From an optimization exercise on the open Yosys and OpenROAD flow, aimed at small area, a short achievable clock period and few clock cycles; shortcuts taken in it are not production practice.
Only simulation tests tie the RTL to the original design; equivalence was not proved.

==> flow/design.v (excerpt) <==
module fpu64 (
  input             clk,
  input             rst,         
  input             in_valid,
  output            in_ready,
  input      [1:0]  in_op,       
  input      [63:0] in_a,
  input      [63:0] in_b,
  output reg        out_valid,
  output reg [63:0] out_result
);
==> flow/config.mk <==
export PLATFORM = sky130hd
export DESIGN_NAME = fpu64
export DESIGN_NICKNAME = fpu64
export VERILOG_FILES = /design/flow/design.v
export SDC_FILE = /design/flow/constraint.sdc
export NUM_CORES = 4
export LEC_CHECK = 0
export ABC_AREA = 1
export CAP_MARGIN = 20
export CORE_MARGIN = 2
export CORE_UTILIZATION = 45
export PLACE_DENSITY = 0.75
export SETUP_SLACK_MARGIN = 4
export SLEW_MARGIN = 20
export TNS_END_PERCENT = 0
==> flow/constraint.sdc <==
create_clock -name core_clock -period 10.0 [get_ports {clk}]
set_input_delay 2.0000 -clock core_clock [delete_from_list [all_inputs] [get_ports {clk}]]
set_output_delay 2.0000 -clock core_clock [all_outputs]
set_load 0.01 [all_outputs]
run.sh (not shown) runs the stock make flow with config.mk's settings and CLKGATE_MAP_FILE= SYNTH_SCRIPT=/design/flow/synth_recipe.tcl, a recipe that flattens the netlist after the stock synthesis.
The baseline reached the layout checks and failed them: slew limit.
Testbench counts at the start, summed over its fixed seeds: cycles 66,305.
Then changed:
Settings changed: CORE_UTILIZATION 45 to 30, PLACE_DENSITY 0.75 to not set.
Effect:
- This time the run finished with timing, DRC and antenna clean
- final area climbs by 1.3%
- synthesized area is unchanged
- wire length drops by 10%
- setup slack improves by 280 ps
- global-route usage drops by 20 points
- clock skew drops by 32 ps
- worst hold slack degrades by 12 ps
- non-clock buffer count drops by 22
- sequential cell count does not change
Then changed:
Settings changed: SETUP_SLACK_MARGIN 4 to 5.
After rerunning:
- The new run passed the timing, design-rule and antenna checks
- hold slack improved by 9.2 ps
- core utilization hardly moves
- synthesized cell count is unchanged
- synthesized area is unchanged

---

Another version of the RTL of fpu64 (not shown whole).
Size in the first run: roughly 10,000 cells after synthesis, roughly 620 flip-flops, roughly 0.074 mm² of cells after synthesis.
clock: 10.0 ns
lec_check: 0
abc_area: 1
cap_margin: 10
core_margin: 2
core_utilization: 30
setup_slack_margin: 4
slew_margin: 10
tns_end_percent: 0
The baseline went through all stages and came out clean.
Testbench counts at the start, summed over its fixed seeds: cycles 63,835.
Rerun with:
--- a/flow/config.mk
+++ b/flow/config.mk
@@ -7,8 +7,8 @@
 export LEC_CHECK = 0
 export ABC_AREA = 1
-export CAP_MARGIN = 10
+export CAP_MARGIN = 20
 export CORE_MARGIN = 2
 export CORE_UTILIZATION = 30
 export SETUP_SLACK_MARGIN = 4
-export SLEW_MARGIN = 10
+export SLEW_MARGIN = 20
 export TNS_END_PERCENT = 0
Outcome: First-iteration DRC count shrinks by 1.1%. Global-route usage falls by 0.14 points. Routed wire length decreases by about 0.45%. Cell area barely changes. Count of clock-buffer cells in the layout goes up by 2.

---

fpu64, a different RTL version from the one above (not shown whole).
Size: roughly 200 I/O pins.
==> flow/config.mk <==
export PLATFORM = sky130hd
export DESIGN_NAME = fpu64
export DESIGN_NICKNAME = fpu64
export VERILOG_FILES = /design/flow/design.v
export SDC_FILE = /design/flow/constraint.sdc
export NUM_CORES = 4
export LEC_CHECK = 0
export ABC_AREA = 1
export CAP_MARGIN = 20
export CORE_MARGIN = 2
export CORE_UTILIZATION = 30
export SETUP_SLACK_MARGIN = 4
export SLEW_MARGIN = 20
export TNS_END_PERCENT = 0
==> flow/constraint.sdc <==
create_clock -name core_clock -period 10.0 [get_ports {clk}]
set_input_delay 2.0000 -clock core_clock [delete_from_list [all_inputs] [get_ports {clk}]]
set_output_delay 2.0000 -clock core_clock [all_outputs]
set_load 0.01 [all_outputs]
The starting point ran to the end with no violations.
Testbench counts at the start, summed over its fixed seeds: cycles 60,392.
Edit:
Settings changed: SETUP_SLACK_MARGIN 4 to 5.
Effect: Worst hold slack is about the same; die area stays the same; routed wire length went up by about 1%; cell count stays flat; synthesized cell count stays the same; global-route usage went up by 0.34 points; clock-buffer cell count is unchanged.

## what the ideal ports hide
No port has a modelled driver above. Below, the same layouts with a new extraction and two added sets of constraints. Step 1: set_driving_cell puts a clkbuf_16 on clk and a buf_2 on each other input, an assumption about the parent block. Step 2 times the ports against the registers' clock, not the clock port: input delays grow and output delays shrink by t, the midpoint of the rising clock arrivals with the driver on. a / b / c = ideal ports / drivers / drivers and shift; a / b = the first two.
| run | shift t [ns] | slack for setup (ns) | worst setup path after step 2 |
|---|---|---|---|
| the first run of note 1 | 0.834 | 3.543 / 3.543 / 3.543 | register to register |
| the second run of note 1 | 0.830 | 3.819 / 3.819 / 3.819 | register to register |
| the third run of note 1 | 0.844 | 3.883 / 3.883 / 3.883 | register to register |
| the first run of note 2 | 0.845 | 3.930 / 3.930 / 3.930 | register to register |
| the second run of note 2 | 0.838 | 3.914 / 3.914 / 3.914 | register to register |
| the first run of note 3 | 0.841 | 3.890 / 3.890 / 3.890 | register to register |
| the second run of note 3 | 0.833 | 4.073 / 4.073 / 4.073 | register to register |
